What follows belongs to an exercise in optimizing a design on an open flow for small area, a short achievable clock period and few clock cycles; a production flow would make more cautious choices.
At most, simulation tests tie the RTL to the original design; equivalence was not proved.
Function not checked in runs 4 to 7: the RTL went through the layout flow alone.
Power and IR drop assume default switching activity.

==> flow/run.sh <==
#!/bin/bash
# Standard ORFS layout (standard synthesis unchanged), with the port buffers
# made of the smallest plain buffer instead of the default choice.
set -euo pipefail
bash standard.sh BUFFER_PORTS_ARGS="-buffer_cell sky130_fd_sc_hd__buf_1" finish > orfs_flow.log 2>&1
==> standard.sh <==
#!/bin/bash
# synth_recipe.tcl (not shown) runs the flow's synth.tcl, then flattens the netlist and writes it again
# the make line also repeats each setting of config.mk as NAME=value (left out here)
make -C /OpenROAD-flow-scripts/flow DESIGN_CONFIG=/design/flow/config.mk WORK_HOME=/design/flow/orfs CLKGATE_MAP_FILE= SYNTH_SCRIPT=/design/flow/synth_recipe.tcl "${@:-finish}"
==> config.mk <==
export PLATFORM = sky130hd
export DESIGN_NAME = rsu_radix
export DESIGN_NICKNAME = rsu_radix
export VERILOG_FILES = /design/flow/design.v
export SDC_FILE = /design/flow/constraint.sdc
export NUM_CORES = 4
export LEC_CHECK = 0
export CAP_MARGIN = 20
export CORE_MARGIN = 2
export CORE_UTILIZATION = 40
export SLEW_MARGIN = 20
==> constraint.sdc <==
create_clock -name core_clock -period 8.0 [get_ports {clk}]
set_input_delay 1.6000 -clock core_clock [delete_from_list [all_inputs] [get_ports {clk}]]
set_output_delay 1.6000 -clock core_clock [all_outputs]
set_load 0.01 [all_outputs]
==> design.v <==
module rsu_radix (
    input  wire        clk,
    input  wire        rst,         
    input  wire        start,
    input  wire [7:0]  cmd,         
    input  wire [15:0] len,         
    input  wire [63:0] val,         
    output wire        ready,
    input  wire        in_valid,
    input  wire [7:0]  in_data,
    output wire        in_ready,
    output wire        out_valid,
    output wire [7:0]  out_data,
    input  wire        out_ready,
    output reg         done,
    output wire [2:0]  err,
    output wire [15:0] out_len,
    output reg  [63:0] res          
);
    localparam [4:0] OP_BIN_ENC     = 5'h01,
                     OP_BIN_DEC     = 5'h02,
                     OP_BIN_ENC_INT = 5'h03,
                     OP_BIN_DEC_INT = 5'h04,
                     OP_HEX_ENC     = 5'h05,
                     OP_HEX_DEC     = 5'h06,
                     OP_HEX_ENC_INT = 5'h07,
                     OP_HEX_DEC_INT = 5'h08,
                     OP_B64_ENC     = 5'h09,
                     OP_B64_DEC     = 5'h0A;
    wire [4:0] cmd_op = cmd[4:0];
    reg        cmd_legal;
    always @(*) begin
        case (cmd_op)
            OP_BIN_ENC, OP_HEX_ENC:             cmd_legal = (cmd[7:6] == 2'b00);
            OP_BIN_ENC_INT, OP_HEX_ENC_INT:     cmd_legal = 1'b1;
            OP_BIN_DEC_INT, OP_HEX_DEC_INT:     cmd_legal = (cmd[5] == 1'b0);
            OP_BIN_DEC, OP_HEX_DEC,
            OP_B64_ENC, OP_B64_DEC:             cmd_legal = (cmd[7:5] == 3'b000);
            default:                            cmd_legal = 1'b0;
        endcase
    end
    wire cmd_int_enc = (cmd_op == OP_BIN_ENC_INT) || (cmd_op == OP_HEX_ENC_INT);
    wire cmd_badlen  = (len > 16'd4096) && !cmd_int_enc;
    wire cmd_bin = (cmd_op == OP_BIN_ENC) || (cmd_op == OP_BIN_DEC) ||
                   (cmd_op == OP_BIN_ENC_INT) || (cmd_op == OP_BIN_DEC_INT);
    wire cmd_hex = (cmd_op == OP_HEX_ENC) || (cmd_op == OP_HEX_DEC) ||
                   (cmd_op == OP_HEX_ENC_INT) || (cmd_op == OP_HEX_DEC_INT);
    wire cmd_dec = (cmd_op == OP_BIN_DEC) || (cmd_op == OP_HEX_DEC) ||
                   (cmd_op == OP_BIN_DEC_INT) || (cmd_op == OP_HEX_DEC_INT) ||
                   (cmd_op == OP_B64_DEC);
    wire cmd_int = (cmd_op == OP_BIN_ENC_INT) || (cmd_op == OP_HEX_ENC_INT) ||
                   (cmd_op == OP_BIN_DEC_INT) || (cmd_op == OP_HEX_DEC_INT);
    reg        idle;         
    reg        m_bin, m_hex, m_b64, m_dec, m_int, m_delim;
    reg [1:0]  wsel;
    reg [12:0] rem;          
    reg [7:0]  ib;           
    reg        ib_v;
    reg [63:0] sh;           
    reg [11:0] bbuf;         
    reg [3:0]  bcnt;         
    reg        first;        
    reg [7:0]  acc;          
    reg [2:0]  dc;           
    reg        bad;          
    reg        eqs;          
    reg [1:0]  qc;           
    reg [15:0] outcnt;       
    reg [2:0]  err_r;
    reg        olz;          
    reg        ov, sv;       
    reg [7:0]  od, sd;
    wire rem0   = (rem == 13'd0);
    wire remgt1 = |rem[12:1];
    wire run    = !idle;
    wire cango  = run && !sv;           
    wire enc    = !m_dec;
    reg  [7:0] wbyte;                   
    always @(*) begin
        case (wsel)
            2'd0:    wbyte = sh[7:0];
            2'd1:    wbyte = sh[15:8];
            2'd2:    wbyte = sh[31:24];
            default: wbyte = sh[63:56];
        endcase
    end
    wire [7:0] ebyte = m_int ? wbyte : ib;
    wire       eavail = m_int ? !rem0 : ib_v;
    wire       need  = m_bin ? (bcnt == 4'd0) :
                       m_hex ? (bcnt[3:2] == 2'b00) :
                               (bcnt < 4'd6);
    wire       ins   = cango && enc && need && eavail;
    wire [11:0] bnew = {ebyte, 4'd0} >> bcnt[2:1] >> bcnt[2:1];    
    wire [11:0] beff = ins ? (bbuf | bnew) : bbuf;
    wire [3:0]  neff = ins ? (bcnt + 4'd8) : bcnt;
    wire        e_sp   = ins && m_delim && !first;
    wire        e_bits = m_bin ? (neff != 4'd0) :
                         m_hex ? (neff[3:2] != 2'b00) :
                                 (neff >= 4'd6);
    wire        e_fl   = m_b64 && rem0 && (bcnt != 4'd0);           
    wire        e_pad  = m_b64 && rem0 && (bcnt == 4'd0) && (outcnt[1:0] != 2'd0);
    wire        e_push = cango && enc && (e_sp || e_bits || e_fl || e_pad);
    wire [3:0] hnib = beff[11:8];
    wire [5:0] sext = beff[11:6];
    reg  [7:0] echar;
    always @(*) begin
        if (e_sp)
            echar = 8'h20;
        else if (m_bin)
            echar = {7'b0011000, beff[11]};
        else if (m_hex)
            echar = (hnib < 4'd10) ? {4'h3, hnib} : ({4'h0, hnib} + 8'h37);
        else if (e_pad)
            echar = 8'h3D;
        else if (sext < 6'd26)
            echar = {2'b00, sext} + 8'h41;
        else if (sext < 6'd52)
            echar = {2'b00, sext} + 8'h47;
        else if (sext < 6'd62)
            echar = {2'b00, sext} - 8'd4;
        else if (sext == 6'd62)
            echar = 8'h2B;
        else
            echar = 8'h2F;
    end
    wire [3:0] esz = m_bin ? 4'd1 : m_hex ? 4'd4 : 4'd6;
    wire [7:0] c = ib;
    wire is_space = (c == 8'h20);
    wire is_bin   = (c[7:1] == 7'b0011000);
    wire is_digit = (c[7:4] == 4'h3) && (c[3:0] <= 4'h9);
    wire is_af    = (c[7:6] == 2'b01) && (c[4:3] == 2'b00) && (c[2:0] != 3'd0) && (c[2:0] != 3'd7);
    wire hex_ok   = is_digit || is_af;
    wire [3:0] hex_val = is_digit ? c[3:0] : (c[3:0] + 4'd9);
    reg        b64_ok;
    reg  [5:0] b64_val;
    always @(*) begin
        b64_ok  = 1'b1;
        b64_val = 6'd0;
        if (c >= 8'h41 && c <= 8'h5A)      b64_val = c[5:0] - 6'd1;         
        else if (c >= 8'h61 && c <= 8'h7A) b64_val = c[5:0] - 6'd7;         
        else if (is_digit)                 b64_val = {2'b11, c[3:0]} + 6'd4;  
        else if (c == 8'h2B)               b64_val = 6'd62;
        else if (c == 8'h2F)               b64_val = 6'd63;
        else                               b64_ok  = 1'b0;
    end
    wire is_eq = (c == 8'h3D);
    wire dcons = cango && m_dec && ib_v;            
    reg        d_byte;                              
    reg  [7:0] dbyte;
    always @(*) begin
        d_byte = 1'b0;
        dbyte  = 8'd0;
        if (m_bin) begin
            d_byte = is_bin && (dc == 3'd7);
            dbyte  = {acc[6:0], c[0]};
        end else if (m_hex) begin
            d_byte = hex_ok && dc[0];
            dbyte  = {acc[3:0], hex_val};
        end else begin
            d_byte = b64_ok && !eqs && (dc[1:0] != 2'd0);
            case (dc[1:0])
                2'd1:    dbyte = {acc[5:0], b64_val[5:4]};
                2'd2:    dbyte = {acc[3:0], b64_val[5:2]};
                default: dbyte = {acc[1:0], b64_val};
            endcase
        end
    end
    wire d_push = dcons && d_byte && !m_int;        
    wire d_int  = dcons && d_byte && m_int;         
    wire       push  = e_push || d_push;
    wire [7:0] pdata = m_dec ? dbyte : echar;
    assign out_valid = ov;
    assign out_data  = od;
    assign ready     = idle;
    wire consume = enc ? ins : dcons;
    assign in_ready = idle || (run && !(m_int && !m_dec) &&
                               (ib_v ? (remgt1 && consume) : !rem0));
    wire take = in_valid && in_ready;
    wire fin_clear = rem0 && (m_dec || ((bcnt == 4'd0) && (!m_b64 || outcnt[1:0] == 2'd0)));
    wire fin = run && fin_clear && !sv && (!ov || out_ready);
    wire [3:0] wbytes = 4'd1 << wsel;
    reg        inval;
    always @(*) begin
        if (m_bin)      inval = bad || (dc != 3'd0);
        else if (m_hex) inval = bad || dc[0];
        else            inval = bad || (dc[1:0] == 2'd1) ||
                                (qc != 2'd0 && qc != (2'd0 - dc[1:0]));
        if (m_int) inval = inval || (outcnt != {12'd0, wbytes});
    end
    wire [63:0] wmask = {{32{wsel == 2'd3}}, {16{wsel[1]}}, {8{wsel != 2'd0}}, 8'hFF};
    assign err     = err_r;
    assign out_len = olz ? 16'd0 : outcnt;
    always @(posedge clk) begin
        if (rst) begin
            idle <= 1'b1;
            done <= 1'b0;
            res  <= 64'd0;
            ov   <= 1'b0;
            sv   <= 1'b0;
        end else begin
            done <= 1'b0;
            if (idle) begin
                if (start) begin
                    if (!cmd_legal || cmd_badlen) begin
                        done  <= 1'b1;
                        err_r <= cmd_legal ? 3'd5 : 3'd4;
                        olz   <= 1'b1;
                    end else begin
                        idle  <= 1'b0;
                    end
                end
            end else if (fin) begin
                idle  <= 1'b1;
                done  <= 1'b1;
                err_r <= (m_dec && inval) ? 3'd1 : 3'd0;
                olz   <= (m_dec && (inval || m_int));
                if (m_dec && m_int && !inval)
                    res <= sh & wmask;
            end
            if (sv) begin
                if (out_ready) begin
                    od <= sd;
                    sv <= 1'b0;
                end
            end else if (push) begin
                if (!ov || out_ready) begin
                    od <= pdata;
                    ov <= 1'b1;
                end else begin
                    sd <= pdata;
                    sv <= 1'b1;
                end
            end else if (out_ready) begin
                ov <= 1'b0;
            end
        end
        if (idle) begin
            m_bin   <= cmd_bin;
            m_hex   <= cmd_hex;
            m_b64   <= !cmd_bin && !cmd_hex;
            m_dec   <= cmd_dec;
            m_int   <= cmd_int;
            m_delim <= cmd[5];
            wsel    <= cmd[7:6];
            rem     <= cmd_int_enc ? ({9'd0, 4'd1 << cmd[7:6]}) : len[12:0];
            sh      <= val;
            bbuf    <= 12'd0;
            bcnt    <= 4'd0;
            first   <= 1'b1;
            dc      <= 3'd0;
            bad     <= 1'b0;
            eqs     <= 1'b0;
            qc      <= 2'd0;
            outcnt  <= 16'd0;
            ib      <= in_data;
            ib_v    <= start && in_valid;
        end else begin
            if (take) begin
                ib   <= in_data;
                ib_v <= 1'b1;
            end else if (consume) begin
                ib_v <= 1'b0;
            end
            if (consume)
                rem <= rem - 13'd1;
            if (push || d_int)
                outcnt <= outcnt + 16'd1;
            if (ins) begin
                first <= 1'b0;
                if (m_int) sh <= {sh[55:0], 8'd0};
            end
            if (cango && enc) begin
                if (e_sp) begin
                    bbuf <= beff;
                    bcnt <= neff;
                end else if (e_bits) begin
                    bbuf <= beff << esz;
                    bcnt <= neff - esz;
                end else if (e_fl) begin
                    bbuf <= 12'd0;
                    bcnt <= 4'd0;
                end
            end
            if (dcons) begin
                if (m_bin) begin
                    if (is_bin) begin
                        acc <= {acc[6:0], c[0]};
                        dc  <= dc + 3'd1;
                    end else if (!is_space) begin
                        bad <= 1'b1;
                    end
                end else if (m_hex) begin
                    if (hex_ok) begin
                        acc <= {acc[3:0], hex_val};
                        dc  <= {2'b00, ~dc[0]};
                    end else if (!is_space) begin
                        bad <= 1'b1;
                    end
                end else begin
                    if (is_eq) begin
                        eqs <= 1'b1;
                        if (qc != 2'd3) qc <= qc + 2'd1;
                    end else if (b64_ok && !eqs) begin
                        acc <= {2'b00, b64_val};
                        dc  <= {1'b0, dc[1:0] + 2'd1};
                    end else begin
                        bad <= 1'b1;
                    end
                end
                if (d_int)
                    sh <= {sh[55:0], dbyte};
            end
        end
    end
endmodule
==> flow_summary.toml, run 1 <==
[cts]
worstSkewPairLatency_ps = 540
clockBufferDepth = 3
htreeDepth = 1
clock-sinks = 228
cts_tree = "yes"
cts_root_buf = "clkbuf_16"
cts_made_buffers = 26
postCtsSetupBuffers = 0
clk_pin_slew_ps = 60
cts_resized = 0
holdBufCountCts = 0

[finish]
area_growth_pct = 13.4
diodes = 0
final_util = 0.458
drive_gt1_frac = 0.0726
fin_nets = 1738
num-fill-cells = 3136

[synthesis]
synth-main-ff-cell = "dfxtp_1"
synth_cell_type_count = 96
async_reset_ff_frac = 0
synth_seq_cells = 228
synth.net_count = 1611
synthCells = 1479
synth_edf_count = 56
syn_area_sq_mm = 0.0127
ys_warn_count = 1
syn_area_per_cell_sq_um = 8.57
synth-seq-area-share = 0.404

[power]
switching_share = 0.248
irDropWorstVdd_uv = 128
total_power_w = 0.00262
power_frac_clock = 0.441
powerDensity_mw_per_mm2 = 183
seqPwrFrac = 0.479
power_leakage_nw = 5.46
p_comb_frac = 0.080
p_switching_w = 0.000652
p_int_w = 0.00197

[detailed_routing]
final_antenna_net_count = 0
drc = 0
avgRoutedWirePerCell_um = 19.2
vias = 11616
dr.pass1.iters = 5
wirelength_mm = 38.9
vias_per_cell = 5.73
drt_iter0_drc = 974

[worst_setup_path]
crit_family = "compound AO/OA/AOI/OAI gates"
required_ps = 8290
crit_type = "reg -> reg"
critPathLaunchType = "register"
cp.arrival_ps = 4900
slowest_delay_ps = 970
timing.critical_path.buf_inv = 1
cp_max_fo = 26
worst_path_max_delay_cell = "dfxtp_1"
end_kind = "register"
path_cells = "o21ai_0, a21o_1, and3_1, a31oi_4, inv_1, ha_1, or2_2, o211ai_2, xor2_1, nand3_1, a32o_1, mux2_4"

[floorplanning]
rows = 65
die_width_um = 182
fp.dieH_um = 182
core_sq_mm = 0.0314
ios = 196
start_util = 0.404
dieArea_sq_mm = 0.0331

[placed_design]
hpwlAfterDp_mm = 27.5
io_buffers = 194
place.gp.congestion = 0.916

[sta]
fin_crit_ps = 4610
slew-limit-headroom = 0.270
fin_crit_sh = 0.576
slew_viol_final = 0
final-hold-violation-count = 0
rsz0062_at_grt = "false"
worst-slew-pin-transition_ps = 1100
fin_setup_tns_ps = 0
finClkSkew_ps = 11.8
fmax_ghz = 0.217
setup-violations-final = 0

[worst_hold_path]
min_path_type = "reg -> reg"

[global_routing]
grt-ovfl-total = 0
grtUsageTotal = 0.227
antenna_found_initial = 0
grt_max_degree = 84
grt_pass1_wl_mm = 60.6
grt_pass1_vias = 10774

[job]
drv_cap = 0

[status]
status = "complete, no violations"
## cell usage after synthesis, drive strengths merged (9+ instances only)
master   count  area (sq um)
a221oi       9           109
or3         15          98.8
nand2      212           796
nor4        14           130
and2        11          68.8
nor2b       26           163
a31oi       17           151
mux2        19           221
clkbuf      80           302
and3        14          87.6
nand2b      11          68.8
nand3       92           460
nor2        89           344
ha          30           375
dfxtp      172          3440
o21ai      124           624
nor3        36           190
mux2i       72           721
edfxtp      56          1680
inv         36           135
xnor2       19           166
o2111ai     10          87.6
buf         29           194
a21o        10          75.1
a21oi      124           632
o221ai       9          78.8
## worst reg2reg max path, stage by stage (launching register included)
cell,delay (ps)
dfxtp_1,970
o21ai_0,300
a21o_1,270
and3_1,450
a31oi_4,560
inv_1,180
ha_1,350
or2_2,320
o211ai_2,90
xor2_1,180
nand3_1,90
a32o_1,320
mux2_4,260
## placed cells by master (no fill, tap or decap), types with 10 or more instances in the layout
cell,instances
nand2_1,212
buf_1,193
dfxtp_1,171
a21oi_1,123
o21ai_0,119
nand3_1,92
nor2_1,87
mux2i_1,72
edfxtp_1,56
nor3_1,34
inv_1,30
ha_1,30
clkbuf_16,28
nor2b_1,26
xnor2_1,19
mux2_2,14
and3_1,14
a31oi_1,14
buf_4,14
or3_1,13
nand2b_1,11
and2_1,10
nor4_1,10
a21o_1,10
o2111ai_1,10
## sequential cells by signal, indices dropped and copies added, names as in the netlist, 2 cells and up
name	flops
res	64
sh	64
outcnt	16
rem	13
bbuf	12
ib	8
od	8
sd	8
acc	7
bcnt	4
dc	3
err_r	2
qc	2
wsel	2
## power by group through the flow
| stage | Clock [W] | Combinational, W | Sequential [W] |
|---|---|---|---|
| floorplan | 0 | 0.000146 | 0.00126 |
| global placement | 0 | 0.000205 | 0.00128 |
| detailed placement | 0 | 0.000206 | 0.00128 |
| CTS | 0.00118 | 0.000208 | 0.00126 |
| global route | 0.00123 | 0.000232 | 0.00126 |
| finish | 0.00116 | 0.000210 | 0.00126 |
## per-stage QoR
stage	setup slack (ps)	instances	area, sq um	hold slack [ps]
2_1_floorplan	4540	1479	12700	427
5_1_grt	3080	2027	14400	463
3_3_place_gp	3580	1980	13500	436
3_5_place_dp	3500	1980	13500	443
4_1_cts	3470	2027	14400	450
6_report	3390	2027	14400	448
## final cells by class
| cell class | count | area [sq um] | area share |
|---|---|---|---|
| Clock buffer | 41 | 790 | 0.0549 |
| Timing Repair Buffer | 208 | 835 | 0.0580 |
| Tap cell | 402 | 503 | 0.0350 |
| Clock inverter | 6 | 41.3 | 0.00287 |
| Sequential cell | 228 | 5130 | 0.357 |
| Inverter | 36 | 135 | 0.00940 |
| Multi-Input combinational cell | 1106 | 6950 | 0.483 |
## logic make-up after synthesis
logic type	count (synthesis)	share of synthesized area
AOI/OAI and AO/OA	394	0.200
DFF	228	0.404
other	1	0.000296
adders and majority gates	31	0.0312
muxes	96	0.0832
xor gates and xnor gates	26	0.0180
and+or+nand+nor	558	0.213
buffers and inverters	145	0.0497
## path summary, 6_finish.rpt
check,from,to,slack (ps),cells past startpoint
max,bcnt[1],od[1],3390,12
min,res[51],res[51],450,2
min reg2reg,res[51],res[51],450,2
max reg2reg,bcnt[1],od[1],3390,12
## layer usage
metal	GRT usage	wire, um	up-vias
met5	0	0	-
met4	0.0513	748	0
met3	0.0455	2600	60
met2	0.358	17600	384
met1	0.320	17900	5548
li1	-	-	5624
Testbench counts, summed over its fixed seeds: cycles 29,962.
==> run 2, diff against run 1 <==
--- a/config.mk
+++ b/config.mk
@@ -8,4 +8,5 @@
 export CAP_MARGIN = 20
 export CORE_MARGIN = 2
 export CORE_UTILIZATION = 40
+export SETUP_SLACK_MARGIN = 4.0
 export SLEW_MARGIN = 20
==> flow_summary.toml, run 2 <==
[floorplanning]
dieArea_sq_mm = 0.0331
start_util = 0.404
core_sq_mm = 0.0314
fp.dieH_um = 182
ios = 196
rows = 65
die_width_um = 182

[finish]
fin_nets = 1760
final_area_sq_mm = 0.0147
fin_cells = 2049
drive_gt1_frac = 0.0917
num-fill-cells = 3134
area_growth_pct = 15.6
mostFrequentLayoutCells = "211 x nand2_1, 192 x buf_1, 169 x dfxtp_1"
final_common_cell = "nand2_1"
diodes = 0
reg.largest.list = "res x64, sh x64, outcnt x16"

[global_routing]
antenna_found_initial = 0
grt_max_degree = 84
grt_pass1_vias = 10859
grtUsageTotal = 0.229
grt-ovfl-total = 0
grt_pass1_wl_mm = 61.2

[cts]
clockBufferDepth = 3
cts_root_buf = "clkbuf_16"
cts_tree = "yes"
clock-sinks = 228
worstSkewPairLatency_ps = 540
cts_made_buffers = 26
holdBufCountCts = 0
clk_pin_slew_ps = 60
htreeDepth = 1

[sta]
fin_crit_ps = 3960
slew-limit-headroom = 0.420
worst-slew-pin-transition_ps = 849
finClkSkew_ps = 12.5
fin_setup_tns_ps = 0
slew_viol_final = 0
holdWs_ps = 448
rsz0062_at_grt = "true"
fin_crit_sh = 0.495
setup-violations-final = 0
final-hold-violation-count = 0
fmax_ghz = 0.252

[synthesis]
syn_area_per_cell_sq_um = 8.57
ys_warn_count = 1
syn_area_sq_mm = 0.0127
synth_top_area_cell = "dfxtp_1"
synth_edf_count = 56
synthCells = 1479
synth_top_area_frac = 0.272
yosysMostFrequentCell = "nand2_1"
synthTopCellsByArea = "dfxtp_1 27%, edfxtp_1 13%, nand2_1 6.3%"
synthTopCellsByCount = "212 x nand2_1, 172 x dfxtp_1, 123 x a21oi_1"
synth-main-ff-cell = "dfxtp_1"
synth-seq-area-share = 0.404
synth.net_count = 1611
async_reset_ff_frac = 0
synth_seq_cells = 228
synth_cell_type_count = 96

[power]
power_leakage_nw = 5.60
irDropWorstVdd_uv = 122
seqPwrFrac = 0.475
p_switching_w = 0.000654
power_frac_clock = 0.439
p_int_w = 0.00198
switching_share = 0.248
powerDensity_mw_per_mm2 = 180
p_comb_frac = 0.086

[placed_design]
placed_cell_area_sq_mm = 0.0135
dp.cells = 1980
hpwlAfterDp_mm = 27.5
io_buffers = 194
place.gp.congestion = 0.916

[job]
drv_cap = 0

[status]
status = "complete, no violations"

[detailed_routing]
wirelength_mm = 39.3
drt_iter0_drc = 994
dr.pass1.iters = 7
avgRoutedWirePerCell_um = 19.2
vias = 11670
drc = 0
final_antenna_net_count = 0
vias_per_cell = 5.70

[worst_setup_path]
end_kind = "register"
cp.arrival_ps = 4250
required_ps = 8290
cp_max_fo = 15
crit_type = "reg -> reg"
critPathLaunchType = "register"
startpoint = "m_int"
r2r-start = "m_int"

[worst_hold_path]
hp-start = "res[51]"
min_path_type = "reg -> reg"
run 2: per-stage QoR:
stage | utilization | setup WS [ps] | power [W]
2_1_floorplan | - | 4540 | 0.00140
3_3_place_gp | 0.431 | 3580 | 0.00149
3_5_place_dp | 0.431 | 3500 | 0.00149
4_1_cts | 0.462 | 3950 | 0.00265
5_1_grt | 0.467 | 3940 | 0.00274
6_report | 0.467 | 4040 | 0.00263
run 2: path summary, 6_finish.rpt:
check,endpoint,slack [ps],cells past startpoint
hold reg to reg,res[51],450,2
setup reg to reg,od[1],4040,12
hold / removal,res[51],450,2
setup / recovery,od[1],4040,12
run 2: final cells by class:
class                      instances  area [sq um]  area share
clock buffer                      41           790      0.0538
clock inverter                     6          41.3     0.00282
inverter                          36           135     0.00922
multi-input combinational       1106          6990       0.477
sequential                       228          5130       0.350
tap                              402           503      0.0343
timing repair buffer             230          1070      0.0730
run 2: metal layers:
layer / GRT usage / vias up / part of all wire
met4: 0.0526 / 0 / 0.018
met1: 0.323 / 5546 / 0.46
met5: 0 / - / 0
met2: 0.363 / 403 / 0.46
met3: 0.0449 / 55 / 0.068
li1: - / 5666 / -
run 2: cells by family (layout without fill, tap and decap cells):
kind of cell,Yosys count,in the layout,share of synthesized area
buf+inv,145,313,0.0497
xor+xnor,26,26,0.0180
mux,96,96,0.0832
compound gates,394,394,0.200
flops,228,228,0.404
fa+ha+maj,31,31,0.0312
simple gates,558,558,0.213
other cells,1,1,0.000296
run 2: worst max-delay path: stages (launching register included):
cell and delay (ps):
edfxtp_1 630, and2b_2 370, a221oi_2 410, mux2i_1 240, a31oi_4 360, inv_2 110
ha_1 310, or2_2 320, o211ai_2 90, xor2_1 180, nand3_1 90, a32o_1 320
mux2_4 260
run 2: power by group through the flow:
stage	Combinational [W]	Clock (W)	Sequential, W
global placement	0.000205	0	0.00128
floorplan	0.000146	0	0.00126
detailed placement	0.000206	0	0.00128
CTS	0.000218	0.00118	0.00125
finish	0.000226	0.00116	0.00125
global route	0.000248	0.00123	0.00125
run 2: repair_timing:
action	CTS	global route
buffers inserted	9	13
setup endpoints to repair	83	29
pin swaps	1	7
cloned	0	0
gates resized for setup	8	14
==> run 3, diff against run 2 <==
==> run.sh (new file) <==
#!/bin/bash
# synth_recipe.tcl (not shown) runs the flow's synth.tcl, then flattens the netlist and writes it again
# the make line also repeats each setting of config.mk as NAME=value (left out here)
make -C /OpenROAD-flow-scripts/flow DESIGN_CONFIG=/design/flow/config.mk WORK_HOME=/design/flow/orfs CLKGATE_MAP_FILE= SYNTH_SCRIPT=/design/flow/synth_recipe.tcl finish
--- a/config.mk
+++ b/config.mk
@@ -8,5 +8,4 @@
 export CAP_MARGIN = 20
 export CORE_MARGIN = 2
 export CORE_UTILIZATION = 40
-export SETUP_SLACK_MARGIN = 4.0
 export SLEW_MARGIN = 20
removed: flow/run.sh
removed: standard.sh
==> flow_summary.toml, run 3 <==
[cts]
clockBufferDepth = 3
cts_root_buf = "clkbuf_16"
cts_made_buffers = 26
holdBufCountCts = 0
worstSkewPairLatency_ps = 550
cts_resized = 0
clk_pin_slew_ps = 70
postCtsSetupBuffers = 0
htreeDepth = 1
cts_tree = "yes"
clock-sinks = 228

[detailed_routing]
avgRoutedWirePerCell_um = 19.7
met1_length_mm = 18.4
dr.pass1.iters = 6
drt_iter0_drc = 1032
vias = 11660
highest_layer = "met5"
vias_per_cell = 5.75
drc = 0
wl_met3_mm = 2.68
wl_met2_mm = 18.1
wirelength_mm = 40.0
final_antenna_net_count = 0

[synthesis]
yosysMostFrequentCell = "nand2_1"
ys_warn_count = 1
synth_seq_cells = 228
synthTopCellsByCount = "212 x nand2_1, 172 x dfxtp_1, 123 x a21oi_1"
synthCells = 1479
synth-seq-area-share = 0.404
synth-main-ff-cell = "dfxtp_1"
async_reset_ff_frac = 0
syn_area_sq_mm = 0.0127
synth.net_count = 1611
synth_top_area_frac = 0.272
synth_cell_type_count = 96
synthTopCellsByArea = "dfxtp_1 27%, edfxtp_1 13%, nand2_1 6.3%"
syn_area_per_cell_sq_um = 8.57
synth_edf_count = 56
synth_top_area_cell = "dfxtp_1"

[power]
power_leakage_nw = 5.96
powerDensity_mw_per_mm2 = 171
irDropWorstVdd_uv = 130

[floorplanning]
fp.dieH_um = 182
start_util = 0.404
rows = 65
core_sq_mm = 0.0314
dieArea_sq_mm = 0.0331
die_width_um = 182
ios = 196

[worst_setup_path]
path_cells = "o21ai_0, a21o_1, a21o_1, nand3_1, o21ai_0, a21oi_1, inv_1, clkdlybuf4s50_1"
slowest_delay_ps = 950
crit_type = "reg -> out"
cp_max_fo = 26
worst_path_max_delay_cell = "dfxtp_1"
crit_family = "compound AO/OA/AOI/OAI gates"
required_ps = 6400
end_kind = "output pin"
r2r-start = "bcnt[1]"
reg2reg_slack_ps = 3420
reg2regPathDepth = 13
cp.arrival_ps = 3190
critPathLaunchType = "register"
rr_endpoint = "od[3]"
timing.critical_path.buf_inv = 2

[worst_hold_path]
whs_endpoint = "res[35]"
whs_path_depth = 2
min_path_type = "reg -> reg"
hp-start = "res[35]"

[sta]
fmax_ghz = 0.209
fin_crit_sh = 0.598
rsz0062_at_grt = "false"
slew-limit-headroom = 0.357
finClkSkew_ps = 31.2
fin_setup_tns_ps = 0
slew_viol_final = 0
fin_crit_ps = 4790
final-hold-violation-count = 0
setup-violations-final = 0
worst-slew-pin-transition_ps = 963

[finish]
final_common_cell = "nand2_1"
final_area_sq_mm = 0.0156
area_growth_pct = 23.1
mostFrequentLayoutCells = "212 x nand2_1, 193 x clkdlybuf4s50_1, 171 x dfxtp_1"
reg.largest.list = "res x64, sh x64, outcnt x16"
fin_nets = 1738
drive_gt1_frac = 0.0750

[global_routing]
grt_pass1_wl_mm = 62.5
grt-ovfl-total = 0
grt_max_degree = 128
grt_pass1_vias = 10754
grtUsageTotal = 0.235
antenna_found_initial = 4

[job]
drv_cap = 0

[status]
status = "complete, no violations"

[placed_design]
placed_cell_area_sq_mm = 0.0148
io_buffers = 194
place.gp.congestion = 0.918
hpwlAfterDp_mm = 28.6
==> run 3: changes by cell type in the layout (fill, tap and decap cells not counted), sizes merged <==
cell | previous run | this run
buf | 229 | 15
diode | 0 | 1
clkbuf | 42 | 40
clkinvlp | 0 | 1
clkdlybuf4s50 | 0 | 193
inv | 36 | 37
==> run 3: worst max-delay path by stage <==
stage / cells past startpoint / end / slack, ps / from
2_1_floorplan: 14 / od[1] / 4540 / bcnt[1]
3_3_place_gp: 11 / od[4] / 3600 / bcnt[1]
3_5_place_dp: 13 / od[3] / 3510 / bcnt[1]
4_1_cts: 8 / in_ready / 3180 / bcnt[1]
5_1_grt: 8 / in_ready / 2920 / bcnt[1]
6_report: 8 / in_ready / 3210 / bcnt[1]
==> run 3: area by class of cell <==
class / instances / area [sq um]
Antenna cell: 1 / 2.50
Timing Repair Buffer: 208 / 2050
Multi-Input combinational cell: 1106 / 6950
Clock buffer: 40 / 786
Inverter: 36 / 135
Clock inverter: 8 / 61.3
Sequential cell: 228 / 5130
Tap cell: 402 / 503
Fill cell: 2995 / 15800
==> run 3: metrics by stage <==
stage	cells	util	hold WS (ps)	total power (W)	worst slack (ps)
after floorplan	1479	-	427	0.00140	4540
after global placement	1980	0.470	437	0.00152	3600
after detailed placement	1980	0.470	442	0.00152	3510
after CTS	2028	0.497	455	0.00269	3180
after global routing	2028	0.497	473	0.00277	2920
final	2029	0.497	451	0.00268	3210
==> run 3: worst reg2reg max path, stage by stage, from the launching register on <==
cell      delay, ps
dfxtp_1         950
o21ai_0         300
a21o_1          270
and3_1          290
buf_4           260
a31oi_4         450
inv_1           190
ha_1            360
or2_2           320
o211ai_2        100
and2_1          230
o31ai_1         100
a31o_2          240
mux2_2          260
==> run 3: kinds of logic (layout without fill, tap and decap cells) <==
family,Yosys count,after routing,share of synthesized area
muxes,96,96,0.0832
xor gates and xnor gates,26,26,0.0180
AOI/OAI and AO/OA,394,394,0.200
and+or+nand+nor,558,558,0.213
other,1,2,0.000296
buffers and inverters,145,292,0.0497
DFF,228,228,0.404
adders and majority gates,31,31,0.0312
==> run 3: layer usage <==
layer,global-route usage,vias up
met1,0.338,5557
li1,-,5619
met4,0.0477,6
met5,0,-
met3,0.0377,53
met2,0.374,425
==> run 3: power breakdown <==
part | switching, W | total (W) | internal, W
Combinational | 0.000129 | 0.000245 | 0.000116
Sequential | 0.0000446 | 0.00126 | 0.00121
Clock | 0.000496 | 0.00118 | 0.000679
Total | 0.000670 | 0.00268 | 0.00201
==> run 4, diff against run 3 <==
--- a/design.v
+++ b/design.v
@@ -54,12 +54,14 @@
     reg        m_bin, m_hex, m_b64, m_dec, m_int, m_delim;
     reg [1:0]  wsel;
     reg [12:0] rem;          
+    reg        t0;           
     reg [7:0]  ib;           
     reg        ib_v;
     reg [63:0] sh;           
     reg [11:0] bbuf;         
     reg [3:0]  bcnt;         
     reg        first;        
+    reg        sp;           
     reg [7:0]  acc;          
     reg [2:0]  dc;           
     reg        bad;          
@@ -70,8 +72,8 @@
     reg        olz;          
     reg        ov, sv;       
     reg [7:0]  od, sd;
-    wire rem0   = (rem == 13'd0);
-    wire remgt1 = |rem[12:1];
+    wire remhi  = |rem[12:1];
+    wire more   = remhi || (rem[0] && !t0);    
     wire run    = !idle;
     wire cango  = run && !sv;           
     wire enc    = !m_dec;
@@ -84,30 +86,39 @@
             default: wbyte = sh[63:56];
         endcase
     end
-    wire [7:0] ebyte = m_int ? wbyte : ib;
-    wire       eavail = m_int ? !rem0 : ib_v;
-    wire       need  = m_bin ? (bcnt == 4'd0) :
-                       m_hex ? (bcnt[3:2] == 2'b00) :
-                               (bcnt < 4'd6);
-    wire       ins   = cango && enc && need && eavail;
-    wire [11:0] bnew = {ebyte, 4'd0} >> bcnt[2:1] >> bcnt[2:1];    
-    wire [11:0] beff = ins ? (bbuf | bnew) : bbuf;
-    wire [3:0]  neff = ins ? (bcnt + 4'd8) : bcnt;
-    wire        e_sp   = ins && m_delim && !first;
-    wire        e_bits = m_bin ? (neff != 4'd0) :
-                         m_hex ? (neff[3:2] != 2'b00) :
-                                 (neff >= 4'd6);
-    wire        e_fl   = m_b64 && rem0 && (bcnt != 4'd0);           
-    wire        e_pad  = m_b64 && rem0 && (bcnt == 4'd0) && (outcnt[1:0] != 2'd0);
-    wire        e_push = cango && enc && (e_sp || e_bits || e_fl || e_pad);
-    wire [3:0] hnib = beff[11:8];
-    wire [5:0] sext = beff[11:6];
+    reg  [7:0] vbyte;                   
+    always @(*) begin
+        case (cmd[7:6])
+            2'd0:    vbyte = val[7:0];
+            2'd1:    vbyte = val[15:8];
+            2'd2:    vbyte = val[31:24];
+            default: vbyte = val[63:56];
+        endcase
+    end
+    wire       have  = m_bin ? (bcnt != 4'd0) :
+                       m_hex ? (bcnt[3:2] != 2'b00) :
+                               (bcnt >= 4'd6);
+    wire       e_bits = have && !sp;
+    wire       e_fl   = m_b64 && !more && !have && (bcnt != 4'd0);    
+    wire       e_pad  = m_b64 && !more && (bcnt == 4'd0) && (outcnt[1:0] != 2'd0);
+    wire       e_push = cango && enc && (sp || have || e_fl || e_pad);
+    wire       want  = cango && enc && more &&
+                       (sp ? 1'b0 :
+                        have ? (m_bin ? (bcnt == 4'd1) : m_hex ? (bcnt == 4'd4) : (bcnt != 4'd12))
+                             : 1'b1);
+    wire [3:0] esz   = m_bin ? 4'd1 : m_hex ? 4'd4 : 4'd6;
+    wire [3:0] rbits = e_bits ? (bcnt - esz) : (e_fl ? 4'd0 : bcnt);    
+    wire [11:0] bkeep = e_bits ? (bbuf << esz) : (e_fl ? 12'd0 : bbuf);
+    wire [7:0] ebyte = m_int ? wbyte : in_data;
+    wire [11:0] bnew  = {ebyte, 4'd0} >> rbits[2:1] >> rbits[2:1];     
+    wire [3:0] hnib = bbuf[11:8];
+    wire [5:0] sext = bbuf[11:6];
     reg  [7:0] echar;
     always @(*) begin
-        if (e_sp)
+        if (sp)
             echar = 8'h20;
         else if (m_bin)
-            echar = {7'b0011000, beff[11]};
+            echar = {7'b0011000, bbuf[11]};
         else if (m_hex)
             echar = (hnib < 4'd10) ? {4'h3, hnib} : ({4'h0, hnib} + 8'h37);
         else if (e_pad)
@@ -123,7 +134,6 @@
         else
             echar = 8'h2F;
     end
-    wire [3:0] esz = m_bin ? 4'd1 : m_hex ? 4'd4 : 4'd6;
     wire [7:0] c = ib;
     wire is_space = (c == 8'h20);
     wire is_bin   = (c[7:1] == 7'b0011000);
@@ -172,11 +182,12 @@
     assign out_valid = ov;
     assign out_data  = od;
     assign ready     = idle;
-    wire consume = enc ? ins : dcons;
-    assign in_ready = idle || (run && !(m_int && !m_dec) &&
-                               (ib_v ? (remgt1 && consume) : !rem0));
+    assign in_ready = idle || (run && more && !(m_int && !m_dec) &&
+                               (m_dec ? (!ib_v || !sv) : want));
     wire take = in_valid && in_ready;
-    wire fin_clear = rem0 && (m_dec || ((bcnt == 4'd0) && (!m_b64 || outcnt[1:0] == 2'd0)));
+    wire ins  = m_dec ? 1'b0 : m_int ? want : take;    
+    wire used = (m_int && !m_dec) ? ins : take;                
+    wire fin_clear = !more && (m_dec ? !ib_v : ((bcnt == 4'd0) && !sp && (!m_b64 || outcnt[1:0] == 2'd0)));
     wire fin = run && fin_clear && !sv && (!ov || out_ready);
     wire [3:0] wbytes = 4'd1 << wsel;
     reg        inval;
@@ -243,10 +254,12 @@
             m_delim <= cmd[5];
             wsel    <= cmd[7:6];
             rem     <= cmd_int_enc ? ({9'd0, 4'd1 << cmd[7:6]}) : len[12:0];
-            sh      <= val;
-            bbuf    <= 12'd0;
-            bcnt    <= 4'd0;
-            first   <= 1'b1;
+            t0      <= cmd_int_enc || in_valid;
+            sh      <= {val[55:0], 8'd0};
+            bbuf    <= {(cmd_int_enc ? vbyte : in_data) & {8{cmd_int_enc || in_valid}}, 4'd0};
+            bcnt    <= (cmd_int_enc || in_valid) ? 4'd8 : 4'd0;
+            first   <= !(cmd_int_enc || in_valid);
+            sp      <= 1'b0;
             dc      <= 3'd0;
             bad     <= 1'b0;
             eqs     <= 1'b0;
@@ -255,30 +268,28 @@
             ib      <= in_data;
             ib_v    <= start && in_valid;
         end else begin
-            if (take) begin
-                ib   <= in_data;
-                ib_v <= 1'b1;
-            end else if (consume) begin
-                ib_v <= 1'b0;
-            end
-            if (consume)
+            if (used)
                 rem <= rem - 13'd1;
             if (push || d_int)
                 outcnt <= outcnt + 16'd1;
-            if (ins) begin
-                first <= 1'b0;
-                if (m_int) sh <= {sh[55:0], 8'd0};
-            end
             if (cango && enc) begin
-                if (e_sp) begin
-                    bbuf <= beff;
-                    bcnt <= neff;
-                end else if (e_bits) begin
-                    bbuf <= beff << esz;
-                    bcnt <= neff - esz;
-                end else if (e_fl) begin
-                    bbuf <= 12'd0;
-                    bcnt <= 4'd0;
+                bbuf <= ins ? (bkeep | bnew) : bkeep;
+                bcnt <= ins ? (rbits + 4'd8) : rbits;
+                if (ins) begin
+                    first <= 1'b0;
+                    sp    <= m_delim && !first;
+                end else if (sp) begin
+                    sp    <= 1'b0;
+                end
+                if (ins && m_int)
+                    sh <= {sh[55:0], 8'd0};
+            end
+            if (m_dec) begin
+                if (take) begin
+                    ib   <= in_data;
+                    ib_v <= 1'b1;
+                end else if (dcons) begin
+                    ib_v <= 1'b0;
                 end
             end
             if (dcons) begin
==> flow/run.sh (new file) <==
#!/bin/bash
# Standard ORFS layout (standard synthesis unchanged), with the port buffers
# made of the smallest plain buffer instead of the default choice.
set -euo pipefail
bash standard.sh BUFFER_PORTS_ARGS="-buffer_cell sky130_fd_sc_hd__buf_1" finish > orfs_flow.log 2>&1
==> standard.sh (new file) <==
#!/bin/bash
# synth_recipe.tcl (not shown) runs the flow's synth.tcl, then flattens the netlist and writes it again
# the make line also repeats each setting of config.mk as NAME=value (left out here)
make -C /OpenROAD-flow-scripts/flow DESIGN_CONFIG=/design/flow/config.mk WORK_HOME=/design/flow/orfs CLKGATE_MAP_FILE= SYNTH_SCRIPT=/design/flow/synth_recipe.tcl "${@:-finish}"
--- a/config.mk
+++ b/config.mk
@@ -8,4 +8,5 @@
 export CAP_MARGIN = 20
 export CORE_MARGIN = 2
 export CORE_UTILIZATION = 40
+export SETUP_SLACK_MARGIN = 4.5
 export SLEW_MARGIN = 20
removed: run.sh
==> flow_summary.toml, run 4 <==
[power]
p_switching_w = 0.000760
p_comb_frac = 0.118
power_leakage_nw = 5.50
p_int_w = 0.00206
power_frac_clock = 0.425
seqPwrFrac = 0.457
switching_share = 0.270
powerDensity_mw_per_mm2 = 184
irDropWorstVdd_uv = 177

[global_routing]
grt_max_degree = 87
grt_pass1_wl_mm = 69.1
antenna_found_initial = 1
grt_pass1_vias = 11893
grt-ovfl-total = 0
grtUsageTotal = 0.258

[worst_setup_path]
path_common_cell = "a21oi_2"
critPathLaunchType = "register"
slowest_delay_ps = 430
crit_type = "reg -> out"
end_kind = "output pin"
required_ps = 6400
worst_path_max_delay_cell = "edfxtp_1"
cp.arrival_ps = 1980
cp_max_fo = 5
path_cells = "buf_12, a21oi_2, o21bai_1, a21oi_2, a21oi_2, o21ai_2, buf_2"
timing.critical_path.buf_inv = 2
crit_family = "compound AO/OA/AOI/OAI gates"

[detailed_routing]
drt_iter0_drc = 1180
drc = 0
vias_per_cell = 6.21
dr.pass1.iters = 7
avgRoutedWirePerCell_um = 22.0
final_antenna_net_count = 0
wirelength_mm = 44.8
vias = 12626

[synthesis]
synth-compound-area-share = 0.217
synthAdderAreaFrac = 0.0296
synth_mux_area_frac = 0.0562
synth_cell_type_count = 78
synthCells = 1453
synth-main-ff-cell = "dfxtp_1"
synth_top_area_cell = "dfxtp_1"
synth-seq-area-share = 0.410
synth_top_family_by_area = "simple AND/OR/NAND/NOR gates"
synthTopCellsByCount = "160 x dfxtp_1, 160 x nand2_1, 100 x nand3_1"
syn_area_sq_mm = 0.0129
synth-xor-area-share = 0.0149
syn_area_per_cell_sq_um = 8.91
synth_edf_count = 70
synth_seq_cells = 230
synthTopCellsByArea = "dfxtp_1 25%, edfxtp_1 16%, nand2_1 4.6%"
ys_warn_count = 1
async_reset_ff_frac = 0
synth.net_count = 1584
yosys.area_share.simple = 0.219
synth_top_area_frac = 0.247

[sta]
setup-violations-final = 0
setup_slack_ps = 4420
fin_crit_ps = 3580
rsz0062_at_grt = "true"
slew_viol_final = 0
fmax_ghz = 0.280
slew-limit-headroom = 0.335
final-hold-violation-count = 0
worst-slew-pin-transition_ps = 998
fin_crit_sh = 0.447
holdWs_ps = 449
fin_setup_tns_ps = 0
finClkSkew_ps = 25.2

[floorplanning]
dieArea_sq_mm = 0.0338
rows = 65
start_util = 0.408
ios = 196
core_sq_mm = 0.0317
fp.dieH_um = 184
die_width_um = 184

[finish]
mostFrequentLayoutCells = "192 x buf_1, 159 x dfxtp_1, 158 x nand2_1"
reg.largest.list = "res x64, sh x64, outcnt x16"
num-fill-cells = 3065
final_common_cell = "buf_1"
ff_latch_area_sq_mm = 0.00531
fin_nets = 1745
multiInputGateArea_sq_mm = 0.00711
drive_gt1_frac = 0.0999
area_growth_pct = 18.0
final_util = 0.482

[job]
drv_cap = 0

[cts]
clock-sinks = 230
cts_tree = "yes"
worstSkewPairLatency_ps = 570
holdBufCountCts = 0
cts_made_buffers = 26
clockBufferDepth = 3
htreeDepth = 1
clk_pin_slew_ps = 60
cts_root_buf = "clkbuf_16"

[placed_design]
place.gp.congestion = 0.959
hpwlAfterDp_mm = 30.6
io_buffers = 194
pre_cts_slack_ps = 3140

[status]
status = "complete, no violations"

[worst_hold_path]
min_path_type = "reg -> reg"
-- run 4: cell count changes after synthesis, moves of 14 or more --
cell       previous run  this run
edfxtp_1             56        70
and4_1                1        27
inv_1                30        49
a221o_1               2        25
nand2_1             212       160
a21oi_1             123        87
o21ai_0             119        85
nand3b_1              5        42
a31oi_1              14        41
mux2i_1              72        31
clkbuf_1             79        94
nor2_1               87        63
a2bb2oi_1             3        28
-- run 4: cell families (layout without fill, tap and decap cells) --
family	after synthesis	after routing
buf+inv	169	347
compound gates	413	413
simple gates	536	536
xor+xnor	22	22
other cells	1	2
mux	52	52
flops	230	230
fa+ha+maj	30	30
-- run 4: per-layer routing --
layer	up-vias	share of wire	global-route usage
met2	614	0.46	0.410
li1	5803	-	-
met1	6095	0.42	0.349
met4	0	0.042	0.106
met5	-	0	0
met3	114	0.074	0.0402
-- run 4: worst reg2reg max path: stages, from the launching register on --
cell and delay, ps:
edfxtp_1 430, inv_1 190, ha_1 320, a21o_1 210, o311a_1 310, nor3_2 120
or4_1 640, a41oi_1 680, nor4_1 90, buf_4 210, a21o_1 150
-- run 4: power groups by stage --
stage,clock network [W],logic (W),registers [W]
finish,0.00120,0.000332,0.00129
global route,0.00126,0.000358,0.00129
CTS,0.00122,0.000318,0.00129
detailed placement,0,0.000292,0.00131
global placement,0,0.000292,0.00131
floorplan,0,0.000209,0.00128
-- run 4: what timing repair did --
item	in CTS	in global routing
cloned	3	0
setup endpoints to repair	177	114
resized for setup	34	13
pin swaps	8	5
buffers inserted	21	12
-- run 4: metrics by stage --
| stage | instance area [sq um] | instances | total power, W |
|---|---|---|---|
| after floorplan | 12900 | 1453 | 0.00149 |
| after global placement | 13900 | 1952 | 0.00160 |
| after detailed placement | 13900 | 1952 | 0.00160 |
| after CTS | 15100 | 2021 | 0.00282 |
| after global routing | 15300 | 2034 | 0.00291 |
| final | 15300 | 2034 | 0.00282 |
-- run 4: final cells by class --
class                      count  share of cell area
inverter                      50              0.0125
clock buffer                  36              0.0504
sequential                   230               0.347
clock inverter                 9             0.00532
tap                          402              0.0329
antenna                        1            0.000164
multi-input combinational   1054               0.465
timing repair buffer         252              0.0857
-- run 4: final timing paths --
check | start | to | slack [ps] | depth (start not counted)
max | m_bin | in_ready | 4420 | 7
min | res[4] | res[4] | 450 | 2
max reg2reg | ib[2] | sv | 4570 | 10
min reg2reg | res[4] | res[4] | 450 | 2
==> run 5, diff against run 4 <==
--- a/config.mk
+++ b/config.mk
@@ -8,5 +8,5 @@
 export CAP_MARGIN = 20
 export CORE_MARGIN = 2
 export CORE_UTILIZATION = 40
-export SETUP_SLACK_MARGIN = 4.5
+export SETUP_SLACK_MARGIN = 5.0
 export SLEW_MARGIN = 20
==> flow_summary.toml, run 5 <==
[status]
status = "complete, no violations"

[synthesis]
synth-seq-area-share = 0.410
synth-main-ff-cell = "dfxtp_1"
synth_edf_count = 70
syn_area_sq_mm = 0.0129
synthTopCellsByArea = "dfxtp_1 25%, edfxtp_1 16%, nand2_1 4.6%"
synthCells = 1453
async_reset_ff_frac = 0
synth_seq_cells = 230
synth.net_count = 1584
synth_cell_type_count = 78
syn_area_per_cell_sq_um = 8.91
ys_warn_count = 1
synthTopCellsByCount = "160 x dfxtp_1, 160 x nand2_1, 100 x nand3_1"
synth_top_area_cell = "dfxtp_1"
synth_top_area_frac = 0.247

[finish]
reg.largest.list = "res x64, sh x64, outcnt x16"
drive_gt1_frac = 0.241
final_common_cell = "buf_1"
final_util = 0.570
ff_latch_area_sq_mm = 0.00531
fin_cells = 2134
multiInputGateArea_sq_mm = 0.00834
mostFrequentLayoutCells = "173 x buf_1, 157 x dfxtp_1, 155 x nand2_1"
num-fill-cells = 2718
fin_nets = 1840
area_growth_pct = 39.6

[floorplanning]
core_sq_mm = 0.0317
dieArea_sq_mm = 0.0338
start_util = 0.408
fp.dieH_um = 184
rows = 65
die_width_um = 184
ios = 196

[sta]
final-hold-violation-count = 0
finClkSkew_ps = 22.3
slew_viol_final = 0
rsz0062_at_grt = "true"
fin_crit_ps = 3660
slew-limit-headroom = 0.319
fin_setup_tns_ps = 0
setup-violations-final = 0
fmax_ghz = 0.274
worst-slew-pin-transition_ps = 1020
holdWs_ps = 451
fin_crit_sh = 0.457

[global_routing]
antenna_found_initial = 1
grtUsageTotal = 0.278
grt-ovfl-total = 0
grt_pass1_wl_mm = 73.8
grt_pass1_vias = 12557
grt_max_degree = 78

[cts]
htreeDepth = 1
cts_tree = "yes"
clock-sinks = 230
cts_root_buf = "clkbuf_16"
cts_made_buffers = 27
clockBufferDepth = 3
clk_pin_slew_ps = 60
worstSkewPairLatency_ps = 560

[placed_design]
hpwlAfterDp_mm = 30.4
io_buffers = 194
dp.cells = 1950
place.gp.congestion = 0.979

[detailed_routing]
drt_iter0_drc = 1517
vias = 13678
avgRoutedWirePerCell_um = 25.1
vias_per_cell = 6.41
final_antenna_net_count = 0
dr.pass1.iters = 7
drc = 0
wirelength_mm = 53.7

[worst_setup_path]
cp_max_fo = 2
required_ps = 6400
cp.arrival_ps = 2060
crit_type = "reg -> out"
critPathLaunchType = "register"
end_kind = "output pin"

[power]
power_frac_clock = 0.438
switching_share = 0.270
power_leakage_nw = 6.59
p_int_w = 0.00219
total_power_w = 0.00300
p_comb_frac = 0.132
p_switching_w = 0.000811
powerDensity_mw_per_mm2 = 166
seqPwrFrac = 0.431
irDropWorstVdd_uv = 156

[job]
drv_cap = 0

[worst_hold_path]
min_path_type = "reg -> reg"
-- run 5: metal layers --
layer	GRT usage	wire length (um)	share of wire
met2	0.451	24800	0.46
met4	0.120	3020	0.056
met5	0	0	0
met3	0.0527	5130	0.096
met1	0.363	20800	0.39
-- run 5: final cells by class --
type,instances,area share
repair buffers,343,0.154
clock buffers,36,0.0428
well taps,402,0.0278
inverters,50,0.0112
flip-flops and latches,230,0.294
multi-input cells,1057,0.461
clock inverters,14,0.00886
diodes,2,0.000277
-- run 5: critical path, stage by stage (launching register included) --
cell,delay (ps)
edfxtp_1,450
buf_12,170
nor2_4,110
buf_6,110
o31ai_4,60
a21oi_2,210
a21oi_2,80
o21ai_2,160
buf_2,160
-- run 5: logic make-up after synthesis --
group / synth area share
muxes: 0.0562
DFF: 0.410
and+or+nand+nor: 0.219
other: 0.000290
buffers and inverters: 0.0530
adders and majority gates: 0.0296
AOI/OAI and AO/OA: 0.217
xor gates and xnor gates: 0.0149
-- run 5: per-stage QoR --
stage | setup slack, ps | instance area [sq um]
floorplan | 4930 | 13000
global placement | 3530 | 13900
detailed placement | 3370 | 13900
CTS | 4350 | 16200
global route | 4300 | 18100
finish | 4340 | 18100
-- run 5: final timing paths --
path | start | to | slack (ps) | cells after the start
worst max register to register | ib[4] | sh[13] | 4620 | 10
worst min register to register | res[2] | res[2] | 450 | 2
worst max-delay path | m_hex | in_ready | 4340 | 8
worst min-delay path | res[2] | res[2] | 450 | 2
-- run 5: timing repair --
action,CTS,global route
buffers inserted,62,32
pin swaps,24,78
hold buffers,0,0
hold endpoints to repair,0,0
resized for setup,102,252
gates cloned,14,24
endpoints found under the setup margin,221,223
-- run 5: power groups by stage --
stage / clock network [W] / logic (W) / registers [W]
after floorplan: 0 / 0.000211 / 0.00128
after global placement: 0 / 0.000289 / 0.00131
after detailed placement: 0 / 0.000290 / 0.00131
after CTS: 0.00132 / 0.000342 / 0.00128
after global routing: 0.00137 / 0.000419 / 0.00129
final: 0.00131 / 0.000395 / 0.00129
==> run 6, diff against run 5 <==
--- a/design.v
+++ b/design.v
@@ -86,15 +86,6 @@
             default: wbyte = sh[63:56];
         endcase
     end
-    reg  [7:0] vbyte;                   
-    always @(*) begin
-        case (cmd[7:6])
-            2'd0:    vbyte = val[7:0];
-            2'd1:    vbyte = val[15:8];
-            2'd2:    vbyte = val[31:24];
-            default: vbyte = val[63:56];
-        endcase
-    end
     wire       have  = m_bin ? (bcnt != 4'd0) :
                        m_hex ? (bcnt[3:2] != 2'b00) :
                                (bcnt >= 4'd6);
@@ -254,11 +245,11 @@
             m_delim <= cmd[5];
             wsel    <= cmd[7:6];
             rem     <= cmd_int_enc ? ({9'd0, 4'd1 << cmd[7:6]}) : len[12:0];
-            t0      <= cmd_int_enc || in_valid;
-            sh      <= {val[55:0], 8'd0};
-            bbuf    <= {(cmd_int_enc ? vbyte : in_data) & {8{cmd_int_enc || in_valid}}, 4'd0};
-            bcnt    <= (cmd_int_enc || in_valid) ? 4'd8 : 4'd0;
-            first   <= !(cmd_int_enc || in_valid);
+            t0      <= !cmd_int_enc && in_valid;
+            sh      <= val;
+            bbuf    <= {in_data & {8{!cmd_int_enc && in_valid}}, 4'd0};
+            bcnt    <= (!cmd_int_enc && in_valid) ? 4'd8 : 4'd0;
+            first   <= !(!cmd_int_enc && in_valid);
             sp      <= 1'b0;
             dc      <= 3'd0;
             bad     <= 1'b0;
--- a/config.mk
+++ b/config.mk
@@ -8,5 +8,6 @@
 export CAP_MARGIN = 20
 export CORE_MARGIN = 2
 export CORE_UTILIZATION = 40
-export SETUP_SLACK_MARGIN = 5.0
+export CTS_BUF_LIST = sky130_fd_sc_hd__clkbuf_4 sky130_fd_sc_hd__clkbuf_8
+export SETUP_SLACK_MARGIN = 4.5
 export SLEW_MARGIN = 20
==> flow_summary.toml, run 6 <==
[sta]
rsz0062_at_grt = "true"
fin_setup_tns_ps = 0
worst-slew-pin-transition_ps = 1070
fin_crit_sh = 0.477
final-hold-violation-count = 0
finClkSkew_ps = 20.6
fin_crit_ps = 3820
slew_viol_final = 0
setup-violations-final = 0
fmax_ghz = 0.262
slew-limit-headroom = 0.289

[synthesis]
ys_warn_count = 1
synth_top_area_frac = 0.246
synth_top_area_cell = "dfxtp_1"
synthTopCellsByArea = "dfxtp_1 25%, edfxtp_1 16%, mux2i_1 6.3%"
synth_edf_count = 70
syn_area_sq_mm = 0.0130
synth_cell_type_count = 85
syn_area_per_cell_sq_um = 8.97
synth-main-ff-cell = "dfxtp_1"
async_reset_ff_frac = 0
synth.net_count = 1583
yosysMostFrequentCell = "dfxtp_1"
synth_seq_cells = 230
synthTopCellsByCount = "160 x dfxtp_1, 145 x nand2_1, 131 x nor2_1"
synth-seq-area-share = 0.407
synthCells = 1452

[detailed_routing]
drt_iter0_drc = 1050
dr.pass1.iters = 5
avgRoutedWirePerCell_um = 19.5
final_antenna_net_count = 0
wirelength_mm = 40.9
drc = 0
vias = 12075
vias_per_cell = 5.78

[cts]
clk_pin_slew_ps = 60
cts_tree = "yes"
clock-sinks = 230
clockBufferDepth = 3
cts_root_buf = "clkbuf_8"
cts_made_buffers = 40
holdBufCountCts = 0
htreeDepth = 2
worstSkewPairLatency_ps = 550

[power]
powerDensity_mw_per_mm2 = 186
total_power_w = 0.00283
power_leakage_nw = 5.93
irDropWorstVdd_uv = 102

[worst_setup_path]
end_kind = "output pin"
cp.arrival_ps = 2220
required_ps = 6400
reg2regPathDepth = 9
timing.critical_path.buf_inv = 3
path_cells = "buf_12, nor2_4, clkinvlp_4, o2bb2ai_4, o21ai_2, a221oi_2, or2_4, buf_6"
worst_path_max_delay_cell = "edfxtp_1"
slowest_delay_ps = 430
critPathLaunchType = "register"
crit_family = "compound AO/OA/AOI/OAI gates"
crit_type = "reg -> out"
cp_max_fo = 6
worst-path-stages = 8

[floorplanning]
core_sq_mm = 0.0323
fp.dieH_um = 184
start_util = 0.403
ios = 196
die_width_um = 184
rows = 66
dieArea_sq_mm = 0.0340

[finish]
area_growth_pct = 16.7
num-fill-cells = 3184
drive_gt1_frac = 0.104
diodes = 0
fin_nets = 1748
reg.largest.list = "res x64, sh x64, outcnt x16"
final_common_cell = "buf_1"
mostFrequentLayoutCells = "192 x buf_1, 159 x dfxtp_1, 144 x nand2_1"

[global_routing]
grt_pass1_vias = 11177
grt_pass1_wl_mm = 62.2
grtUsageTotal = 0.231
grt-ovfl-total = 0
grt_max_degree = 99
antenna_found_initial = 0

[worst_hold_path]
min_path_type = "reg -> reg"
whs_path_depth = 2

[status]
status = "complete, no violations"

[placed_design]
hpwlAfterDp_mm = 28.0
place.gp.congestion = 0.903
io_buffers = 194

[job]
drv_cap = 0
-- run 6: cell families after synthesis --
family,count (synthesis),share of synthesized area
mux,94,0.0803
buf+inv,157,0.0569
flops,230,0.407
xor+xnor,20,0.0134
simple gates,507,0.197
compound gates,413,0.215
fa+ha+maj,30,0.0294
other cells,1,0.000288
-- run 6: final timing paths --
path	from	to	slack, ps
worst max-delay path	m_bin	in_ready	4180
worst min-delay path	res[13]	res[13]	460
worst max register to register	ib[1]	dc[1]	4700
worst min register to register	res[13]	res[13]	460
-- run 6: what timing repair did --
| item | in CTS | in global routing |
|---|---|---|
| gates cloned | 2 | 2 |
| buffers inserted | 14 | 8 |
| gates resized for setup | 23 | 18 |
| pin swaps | 7 | 5 |
| setup endpoints to repair | 155 | 123 |
-- run 6: where the power goes --
part,internal [W],total [W],switching (W)
Sequential,0.00124,0.00129,0.0000470
Clock,0.000722,0.00123,0.000509
Combinational,0.000130,0.000310,0.000180
-- run 6: routing by layer --
layer	vias to the layer above	GRT usage	share of wire
li1	5704	-	-
met1	5838	0.327	0.46
met2	456	0.351	0.44
met3	77	0.0425	0.066
met4	0	0.0797	0.032
met5	-	0	0
-- run 6: area by class of cell --
cell class	count	area, sq um	share of cell area
Multi-Input combinational cell	1066	7120	0.468
Sequential cell	230	5310	0.349
Timing Repair Buffer	229	1110	0.0731
Clock buffer	66	827	0.0544
Tap cell	442	553	0.0364
Inverter	50	191	0.0126
Clock inverter	7	100	0.00658
-- run 6: worst reg2reg max path: stages (launching register included) --
cell,delay (ps)
edfxtp_1,550
inv_1,160
ha_1,260
nor2b_1,180
o21ai_2,310
nand3_1,260
and3_4,340
or4b_1,670
or3_1,380
a21oi_1,150
-- run 6: per-stage QoR --
stage | util | instances | cell area, sq um | setup WS, ps | hold slack [ps]
2_1_floorplan | - | 1452 | 13000 | 4780 | 444
3_3_place_gp | 0.429 | 1991 | 13900 | 3320 | 440
3_5_place_dp | 0.429 | 1991 | 13900 | 3300 | 446
4_1_cts | 0.466 | 2080 | 15000 | 4170 | 455
5_1_grt | 0.471 | 2090 | 15200 | 4100 | 483
6_report | 0.471 | 2090 | 15200 | 4180 | 455
==> run 7, diff against run 6 <==
--- a/config.mk
+++ b/config.mk
@@ -7,7 +7,7 @@
 export LEC_CHECK = 0
 export CAP_MARGIN = 20
 export CORE_MARGIN = 2
-export CORE_UTILIZATION = 40
-export CTS_BUF_LIST = sky130_fd_sc_hd__clkbuf_4 sky130_fd_sc_hd__clkbuf_8
+export CORE_UTILIZATION = 60
+export CTS_BUF_LIST = sky130_fd_sc_hd__clkbuf_2 sky130_fd_sc_hd__clkbuf_4
 export SETUP_SLACK_MARGIN = 4.5
 export SLEW_MARGIN = 20
==> flow_summary.toml, run 7 <==
[status]
status = "complete, no violations"

[detailed_routing]
vias = 12397
drc = 0
drt_iter0_drc = 1095
avgRoutedWirePerCell_um = 20.0
vias_per_cell = 6.30
dr.pass1.iters = 6
wirelength_mm = 39.4
final_antenna_net_count = 0

[finish]
fin_nets = 1777
multiInputGateArea_sq_mm = 0.00711
mostFrequentLayoutCells = "192 x buf_1, 158 x dfxtp_1, 144 x nand2_1"
num-fill-cells = 1748
area_growth_pct = 14.4
ff_latch_area_sq_mm = 0.00531
drive_gt1_frac = 0.118
fin_cells = 1967
final_common_cell = "buf_1"
reg.largest.list = "res x64, sh x64, outcnt x16"

[synthesis]
ys_warn_count = 1
synthCells = 1452
synth_edf_count = 70
yosysMostFrequentCell = "dfxtp_1"
synth_cell_type_count = 85
synth-main-ff-cell = "dfxtp_1"
syn_area_sq_mm = 0.0130
synth_top_area_frac = 0.246
syn_area_per_cell_sq_um = 8.97
async_reset_ff_frac = 0
synthTopCellsByArea = "dfxtp_1 25%, edfxtp_1 16%, mux2i_1 6.3%"
synthTopCellsByCount = "160 x dfxtp_1, 145 x nand2_1, 131 x nor2_1"
synth_seq_cells = 230
synth-seq-area-share = 0.407
synth_top_area_cell = "dfxtp_1"
synth.net_count = 1583

[sta]
final-hold-violation-count = 0
worst-slew-pin-transition_ps = 948
fin_setup_tns_ps = 0
slew_viol_final = 0
slew-limit-headroom = 0.368
setup-violations-final = 0
finClkSkew_ps = 33.7
fmax_ghz = 0.259
rsz0062_at_grt = "true"
fin_crit_ps = 3860
fin_crit_sh = 0.482

[worst_setup_path]
cp_max_fo = 5
required_ps = 6400
crit_type = "reg -> out"
endpoint = "in_ready"
reg2regPathDepth = 9
end_kind = "output pin"
startpoint = "bcnt[0]"
slowest_delay_ps = 480
worst_path_max_delay_cell = "edfxtp_1"
reg2reg_slack_ps = 4640
cp.arrival_ps = 2260
path_cells = "buf_4, o21ai_4, o2bb2ai_4, o21ai_2, a221oi_2, or2_4, buf_6"
critPathLaunchType = "register"
r2r-start = "ib[2]"
rr_endpoint = "sd[0]"

[global_routing]
antenna_found_initial = 1
met1_usage = 0.476
grt_pass1_wl_mm = 60.6
grt-ovfl-total = 0
grtUsageTotal = 0.337
gr-max-usage-layer = "met2"
use_met3 = 0.0569
grt_use_met2 = 0.508
grt_pass1_vias = 11228
grt_max_degree = 73

[power]
irDropWorstVdd_uv = 111
power_leakage_nw = 5.93
total_power_w = 0.00262
powerDensity_mw_per_mm2 = 176

[cts]
clk_pin_slew_ps = 70
cts_root_buf = "clkbuf_4"
htreeDepth = 2
worstSkewPairLatency_ps = 720
clockBufferDepth = 3
cts_tree = "yes"
holdBufCountCts = 0
cts_made_buffers = 58
clock-sinks = 230

[placed_design]
place.gp.congestion = 0.958
dp.cells = 1828
hpwlAfterDp_mm = 26.2
io_buffers = 194

[floorplanning]
dieArea_sq_mm = 0.0229
start_util = 0.616
fp.dieH_um = 151
rows = 53
ios = 196
die_width_um = 151
core_sq_mm = 0.0212

[worst_hold_path]
min_path_type = "reg -> reg"
hp-start = "res[15]"

[job]
drv_cap = 0
[run 7: timing repair]
item	4_1_cts	5_1_grt
buffers inserted	19	12
endpoints found under the setup margin	74	184
cloned	2	0
resized for setup	33	10
pin swaps	7	7
[run 7: how the worst min path moves through the flow]
stage	end	slack, ps	cells past startpoint
floorplan	sh[24]	440	2
global placement	res[15]	440	2
detailed placement	res[15]	450	2
CTS	res[15]	450	2
global route	res[13]	470	2
finish	res[15]	450	2
[run 7: kinds of logic after synthesis]
logic type	share of synthesized area
other	0.000288
adder cells (fa/ha/maj)	0.0294
AO/OA/AOI/OAI	0.215
buffers and inverters	0.0569
AND/OR/NAND/NOR	0.197
XOR/XNOR	0.0134
flip-flops	0.407
multiplexers	0.0803
[run 7: routing by layer]
layer,vias to the layer above,share of wire,wire [um]
li1,5800,-,-
met1,5847,0.43,17000
met2,639,0.44,17500
met3,111,0.084,3290
met4,0,0.041,1610
met5,-,0,0
[run 7: where the power goes]
group | internal (W) | switching, W | leakage [nW]
Sequential | 0.00124 | 0.0000462 | 2.03
Combinational | 0.000133 | 0.000182 | 3.46
Clock | 0.000526 | 0.000498 | 0.446
Total | 0.00190 | 0.000726 | 5.93
[run 7: worst max-delay path: cells and delay by family, from the launching register on]
| family | cells | cell delay, ps |
|---|---|---|
| buffers and inverters | 2 | 290 |
| AND/OR/NAND/NOR | 1 | 180 |
| AO/OA/AOI/OAI | 4 | 600 |
| flip-flops | 1 | 480 |
[run 7: layout make-up]
| cell class | instances | area share |
|---|---|---|
| Sequential cell | 230 | 0.356 |
| Multi-Input combinational cell | 1065 | 0.477 |
| Clock buffer | 86 | 0.0433 |
| Timing Repair Buffer | 241 | 0.0802 |
| Tap cell | 275 | 0.0231 |
| Clock inverter | 19 | 0.00747 |
| Antenna cell | 1 | 0.000168 |
| Inverter | 50 | 0.0128 |
[run 7: metrics by stage]
| step | utilization | hold slack, ps | setup slack, ps | cell area [sq um] |
|---|---|---|---|---|
| 2_1_floorplan | - | 444 | 4780 | 13000 |
| 3_5_place_dp | 0.646 | 446 | 3990 | 13700 |
| 6_report | 0.705 | 453 | 4140 | 14900 |
| 5_1_grt | 0.705 | 471 | 4070 | 14900 |
| 3_3_place_gp | 0.646 | 438 | 4070 | 13700 |
| 4_1_cts | 0.699 | 455 | 4140 | 14800 |

## static timing again, ports no longer ideal
The flow's constraints put no driver on any port. The routed layouts listed below were extracted and timed again, unchanged, in two steps.
Step 1, drivers: a clkbuf_16 drives clk and a buf_2 each remaining input, both assumed.
Step 2 adds t to the input delays and takes it off the output delays; t is the mean of the earliest and latest rising clock arrival at the registers after step 1. Input paths then give back, and output paths get back, about the clock's delay inside the block.
Slacks: ideal ports / drivers / drivers and shift; pairs: ideal ports / drivers.
| run | t, ns | setup WS [ns] | slew at the worst register clock pin (ns) | worst data-port slew with drivers (ns) | pins driven straight from the clock port |
|---|---|---|---|---|---|
| run 1 | 0.587 | 3.391 / 3.391 / 3.391 | 0.06 / 0.06 | 0.07 | 1 |
| run 2 | 0.589 | 4.039 / 4.007 / 4.039 | 0.06 / 0.06 | 0.07 | 1 |
| run 3 | 0.585 | 3.213 / 3.159 / 3.418 | 0.07 / 0.07 | 0.09 | 1 |
| run 4 | 0.609 | 4.424 / 4.373 / 4.043 | 0.07 / 0.07 | 0.08 | 1 |
| run 5 | 0.601 | 4.344 / 4.290 / 4.399 | 0.07 / 0.07 | 0.08 | 1 |
| run 6 | 0.593 | 4.181 / 4.129 / 4.092 | 0.07 / 0.07 | 0.07 | 1 |
| run 7 | 0.746 | 4.141 / 4.095 / 4.115 | 0.09 / 0.09 | 0.07 | 1 |
After both steps setup and hold are still met in every run listed. The setup slack of run 4, which loses most, moves by -0.051 ns with the drivers and by -0.381 ns with both steps.
